This is an optimization exercise on Yosys and OpenROAD, whose aim is small area, a short achievable clock period and few clock cycles, not a production implementation.
For this run, only the layout was checked, not whether the RTL still works.
Power is estimated from default activity; no workload was simulated.

## design/flow/design.v

```verilog
module btc_framer (
    input  wire         clk,
    input  wire         rst,
    input  wire         cmd_valid,
    output wire         cmd_ready,
    input  wire         cmd_op,
    input  wire [7:0]   cmd_byte,
    output reg          pkt_valid,
    output reg          pkt_is_state,
    output wire [143:0] pkt_data,
    output wire [6:0]   rb_cnt
);
    localparam C = 64;
    reg [8*C-1:0] d;         
    reg [C-1:3]   flag;      
    reg [6:0]     cnt;       
    reg           ready;
    reg           again;     
    reg           c_v, c_op;
    reg [7:0]     c_b;
    reg [7:0]     wsum;      
    reg [3:0]     ing;       
    reg           nxt_ok;    
    reg [5:0]     nxt_s;     
    reg           nxt_st;    
    reg [127:0]   pd;        
    reg           pkt_is_ev;
    assign cmd_ready = ready;
    assign rb_cnt    = cnt;
    assign pkt_data  = {pd, 1'b0, 1'b1, pkt_is_ev, pkt_is_state, 1'b0, 1'b1, pkt_is_ev, pkt_is_state,
                            1'b1, 1'b0, 1'b1, pkt_is_ev, 1'b1, 1'b0, 1'b1, pkt_is_ev};
    wire acc      = cmd_valid & ready;
    wire x_ing    = c_v & ~c_op;
    wire x_drn    = c_v &  c_op;
    wire dispatch = (x_drn | again) & nxt_ok;
    wire [8*(C+17)-1:0] ext = {d, 136'd0};
    wire [8*(C+17)-1:0] ysh = ext >> {nxt_s, 3'b000};
    wire [127:0]        y   = ysh[127:0];
    wire [127:0] pwin;
    genvar g;
    generate
        for (g = 2; g < 18; g = g + 1) begin : gp
            if (g < 4)
                assign pwin[8*(g-2) +: 8] = y[8*(17-g) +: 8];
            else
                assign pwin[8*(g-2) +: 8] = y[8*(17-g) +: 8] & {8{nxt_st}};
        end
    endgenerate
    wire [6:0]   newcnt = {1'b0, nxt_s} - (nxt_st ? 7'd17 : 7'd3);
    wire [63:0]  therm  = (64'd1 << nxt_s) - 64'd1;           
    wire [63:0]  keep   = nxt_st ? (therm >> 17) : (therm >> 3);
    wire [C-1:3] flag_left = flag & keep[C-1:3];
    wire         more = |flag_left;
    wire ev_ok = (d[8*2 +: 8] == 8'hBB) && (d[8*1 +: 8] == 8'h66) &&
                 (d[8*0 +: 8] == c_b) && (cnt >= 7'd4);
    wire st_ok = (d[8*16 +: 8] == 8'hAA) && (d[8*15 +: 8] == 8'h55) &&
                 (wsum == d[8*1 +: 8]) && (cnt >= 7'd18);
    reg [C-1:3] flag_nx;
    reg [C-1:3] st_nx;
    integer j;
    always @(*) begin
        for (j = 3; j < C; j = j + 1) begin
            if (x_ing) begin
                flag_nx[j] = (j == 3) ? ev_ok : (j == 17) ? (flag[j-1] | st_ok) : flag[j-1];
                st_nx[j]   = ~d[8*(j-1)+4];
            end else begin
                flag_nx[j] = flag[j];
                st_nx[j]   = ~d[8*j+4];
            end
        end
    end
    reg [C-1:3] above, hot;
    reg [5:0]   s_nx;
    reg         t_nx;
    always @(*) begin
        above[C-1] = 1'b0;
        for (j = C-2; j >= 3; j = j - 1) above[j] = above[j+1] | flag_nx[j+1];
        hot  = flag_nx & ~above;
        s_nx = 6'd0;
        t_nx = 1'b0;
        for (j = 3; j < C; j = j + 1) begin
            s_nx = s_nx | ({6{hot[j]}} & j[5:0]);
            t_nx = t_nx | (hot[j] & st_nx[j]);
        end
    end
    wire any_nx = |flag_nx;
    always @(posedge clk) begin
        pd           <= pwin;
        pkt_is_state <= nxt_st;
        pkt_is_ev    <= ~nxt_st;
        c_op         <= cmd_op;
        c_b          <= cmd_byte;
        if (x_ing)
            d <= {d[8*C-9:0], c_b};
        nxt_s  <= s_nx;
        nxt_st <= t_nx;
        if (rst) begin
            flag      <= {(C-3){1'b0}};
            cnt       <= 7'd0;
            ready     <= 1'b1;
            again     <= 1'b0;
            c_v       <= 1'b0;
            pkt_valid <= 1'b0;
            nxt_ok    <= 1'b0;
            wsum      <= 8'd0;
            ing       <= 4'd0;
        end else begin
            c_v       <= acc;
            pkt_valid <= dispatch;
            again     <= 1'b0;
            if (dispatch) begin
                flag   <= flag_left;
                cnt    <= newcnt;
                nxt_ok <= 1'b0;
                ready  <= ~more;
            end else begin
                flag   <= flag_nx;
                nxt_ok <= any_nx;
                again  <= ~ready;
                ready  <= ready & ~(cmd_valid & cmd_op & any_nx);
                if (acc & ~cmd_op & (cnt != C))
                    cnt <= cnt + 7'd1;
            end
            if (x_ing) begin
                wsum <= wsum + ((ing > 4'd1) ? d[8*1 +: 8] : 8'd0)
                             - ((ing == 4'd15) ? d[8*14 +: 8] : 8'd0);
                if (ing != 4'd15) ing <= ing + 4'd1;
            end
        end
    end
endmodule
```

## design/flow/flow/run.sh

```bash
#!/bin/bash
set -o pipefail
MARGIN=$(cat flow/margin.txt)
bash standard.sh SETUP_SLACK_MARGIN=$MARGIN finish > flow_make.log 2>&1
```

## design/flow/flow/margin.txt

```
10
```

## design/flow/standard.sh

```bash
#!/bin/bash
# synth_recipe.tcl (not shown) runs the flow's synth.tcl, then flattens the netlist and writes it again
# the make line also repeats each setting of config.mk as NAME=value (left out here)
make -C /OpenROAD-flow-scripts/flow DESIGN_CONFIG=/design/flow/config.mk WORK_HOME=/design/flow/orfs CLKGATE_MAP_FILE= SYNTH_SCRIPT=/design/flow/synth_recipe.tcl "${@:-finish}"
```

## design/flow/config.mk

```make
export PLATFORM = sky130hd
export DESIGN_NAME = btc_framer
export DESIGN_NICKNAME = btc_framer
export VERILOG_FILES = /design/flow/design.v
export SDC_FILE = /design/flow/constraint.sdc
export NUM_CORES = 4
export LEC_CHECK = 0
export CAP_MARGIN = 30
export CORE_MARGIN = 2
export CORE_UTILIZATION = 40
export SLEW_MARGIN = 20
```

## design/flow/constraint.sdc

```tcl
create_clock -name core_clock -period 14.0 [get_ports {clk}]
set_input_delay 2.8000 -clock core_clock [delete_from_list [all_inputs] [get_ports {clk}]]
set_output_delay 2.8000 -clock core_clock [all_outputs]
set_load 0.01 [all_outputs]
```

==> run summary <==
## cells by family after synthesis
kind of cell             after synthesis  share of synthesized area
multiplexers                         738                      0.258
AO/OA/AOI/OAI                       1139                      0.155
buffers and inverters                528                     0.0456
flip-flops                           729                      0.395
AND/OR/NAND/NOR                     1511                      0.134
adder cells (fa/ha/maj)               23                    0.00702
XOR/XNOR                              33                    0.00583
other                                  2                   0.000152
## cells in the mapped netlist, drive strengths merged, types with 15 or more instances
library cell,instances,share of area
nand2,819,0.062
mux4,423,0.19
o21ai,224,0.023
clkbuf,237,0.018
nor2,331,0.025
and2,29,0.0037
mux2,55,0.012
a31oi,57,0.0072
o21a,17,0.0026
nor2b,16,0.0021
or2,17,0.0021
o221ai,33,0.0058
nand3,61,0.0062
nand3b,20,0.0030
dfxtp,231,0.093
buf,230,0.023
a221oi,35,0.0062
nor4,19,0.0028
a22oi,65,0.0098
nor3,48,0.0048
a311oi,28,0.0049
mux2i,260,0.053
o22ai,35,0.0044
and3,52,0.0066
xor2,21,0.0037
edfxtp,498,0.30
ha,15,0.0038
nand2b,24,0.0031
a311o,16,0.0032
inv,56,0.0042
a21oi,264,0.027
a211oi,63,0.0095
o2111ai,29,0.0055
o211ai,109,0.017
## worst max-delay path, cell delays in order, from the launching register on
cell and delay, ps:
dfxtp_4 760, buf_4 720, nand2b_1 430, o21ai_0 390, o21a_1 370, a2111oi_2 340
nand3_1 110, or4_1 490, o221ai_1 160
## power groups by stage
| stage | Sequential [mW] | Combinational (mW) | Clock (mW) |
|---|---|---|---|
| floorplan | 2.69 | 3.99 | 0 |
| detailed placement | 2.89 | 5.43 | 0 |
| CTS | 2.87 | 5.45 | 2.29 |
| finish | 2.90 | 5.62 | 2.26 |
| global placement | 2.89 | 5.39 | 0 |
| global route | 2.91 | 5.97 | 2.37 |
## layer usage
layer / up-vias / track usage / share of wire
li1: 18000 / - / -
met1: 21000 / 0.383 / 0.39
met2: 2808 / 0.405 / 0.44
met3: 442 / 0.0872 / 0.13
met4: 8 / 0.0901 / 0.039
met5: - / 0 / 0.00027
## layout make-up
type                       instances  area share
multi-input combinational       3455       0.506
clock buffer                     108      0.0422
antenna                            5    0.000227
clock inverter                    46     0.00838
timing repair buffer             252      0.0411
sequential                       729       0.360
tap                             1637      0.0372
inverter                          61     0.00473
## registers in the layout, summed over array words and instances (netlist names)
name and cells:
pkt_valid 1, pd 128, wsum 8, c_v 1
cnt 7, c_op 1, pkt_is_state 1, again 1
flag 61, pkt_is_ev 1, c_b 8, ing 4
nxt_st 1, nxt_s 6, ready 1, nxt_ok 1
d 498
## worst max-delay path by stage
stage / start / endpoint / slack (ps) / cells after the start
global placement: nxt_s[0] / pd[99] / 9070 / 9
global route: c_op / nxt_st / 9840 / 10
finish: nxt_st / ready / 9930 / 8
floorplan: rst / ready / 9980 / 5
CTS: pd[110] / pkt_data[126] / 9930 / 1
detailed placement: nxt_s[0] / pd[99] / 8990 / 9
## metrics by stage
| stage | cells | cell area [µm²] | util | worst slack, ps | hold slack, ps |
|---|---|---|---|---|---|
| global route | 6288 | 55100 | 0.446 | 9840 | 455 |
| CTS | 6283 | 54800 | 0.445 | 9930 | 448 |
| global placement | 6111 | 51900 | 0.421 | 9070 | 438 |
| detailed placement | 6119 | 52000 | 0.422 | 8990 | 437 |
| finish | 6293 | 55100 | 0.447 | 9930 | 451 |
| floorplan | 4711 | 49600 | - | 9980 | 401 |
## repair_timing
item,CTS,global route
setup buffers,9,0
gates resized for setup,778,35
endpoints found under the setup margin,270,157
hold buffers,0,0
pin swaps,0,2
gates cloned,1,2
==> reports/metrics.yaml <==
outcome:
  status: "complete, no violations"
clock_network:
  htree_levels: 3
  path_clk_slew_ps: 70
  clock-root-buffer: "clkbuf_16"
  cts_tree: "built"
  cts_buffer_depth: 3
  clock_latency_ps: 700
  cts_sinks: 729
  cts_buffers: 82
timing:
  period_minus_slack_ps: 4070
  finalSetupViolCount: 0
  fmax_mhz: 246
  tightest_slew_ps: 1040
  tns_ps: 0
  slew_headroom: 0.308
  finalHoldViolations: 0
  rsz0062_at_grt: "true"
  skew_ps: 19.1
  slew_viol_final: 0
  period_share: 0.291
synthesis:
  synth_area_per_cell_um2: 10.5
  ys_warn_count: 1
  synth_ff_type: "edfxtp_1"
  synthCells: 4703
  synth_seq_cells: 729
  synth.distinct_cells: 93
  yosysSeqAreaShare: 0.395
  async_flop_share: 0
  synth_edf_count: 498
  mappedNetlistArea_um2: 49600
placed_design:
  portBuffers: 155
  hpwl_um: 121000
  gp_congestion: 0.965
pwr:
  p_leak_nw: 18.9
  switching_share: 0.439
  p_int_mw: 6.04
  design_power_total_mw: 10.8
  p_switching_mw: 4.73
  powerDensity_nw_per_um2: 196
  vdd_drop_max_v: 0.000108
  p_seq_frac: 0.269
  p_clk_frac: 0.210
  p_comb_frac: 0.521
floorplan:
  die_x_um: 356
  start_util: 0.402
  ios: 166
  dieHeight_um: 356
  dieArea_um2: 127000
  core_area_um2: 123000
  fp-row-count: 129
drt:
  drt_iter0_drc: 6365
  vias_per_cell: 6.71
  drc: 0
  ant_nets: 0
  wl_per_cell_um: 28.6
  via_count: 42300
  wirelength_um: 180000
  firstDrtPassIters: 9
finish:
  fin_nets: 4616
  mostFrequentLayoutCells: "817 x nand2_1, 498 x edfxtp_1, 419 x mux4_2, 322 x nor2_1, 264 x a21oi_1"
  area_growth_pct: 11.1
  final_common_cell: "nand2_1"
  fillers: 11400
  drive_above_1_share: 0.216
  multiInputGateArea_um2: 27900
  ff_latch_area_um2: 19800
global_routing:
  grt_pass1_vias: 38900
  overflow: 0
  grt_pass1_wl_um: 264000
  antenna_found_initial: 10
  grt_max_degree: 163
  groute.usage.overall: 0.275
setup_path:
  endpoint_kind: "register"
  worstSetupPathType: "reg2reg"
  rr_startpoint: "nxt_st"
  rrSetupSlack_ps: 9930
  worst_r2r_endpoint: "ready"
  worstPathRequired_ps: 14600
  rr_worst_depth: 8
  critPathLaunchType: "register"
  crit_path_max_fanout: 56
  worst_ep_arrival_time_ps: 4670
flow_run:
  max_cap_viol_count: 0
min_path:
  min_path_cells: 0
  hold_path.class: "reg2reg"
  hp-start: "c_b[4]"
  min_to: "d[4]"

[port drivers added, routing unchanged]
The flow's constraints put no driver on any port. The routed layout listed below was extracted and timed again, unchanged, in two steps.
Step 1, drivers: a clkbuf_16 drives clk and a buf_2 each remaining input, both assumed.
Step 2 moves the port delays by t, midway between the first and last clock arrival at a register: inputs arrive t later, outputs are due t later. That takes back most of the time a late clock gives input paths.
Slacks: ideal / step 1 / step 2; pairs: ideal / step 1.
t (ns): 0.754
slack for setup (ns): 9.931 / 9.877 / 9.418
worst register clock-pin slew, ns: 0.07 / 0.07
worst data-port slew with drivers (ns): 0.06
pins driven straight from the clock port: 1
After both steps this run still meets setup and hold. The setup slack of this run moves by -0.054 ns with the drivers and by -0.513 ns with both steps.
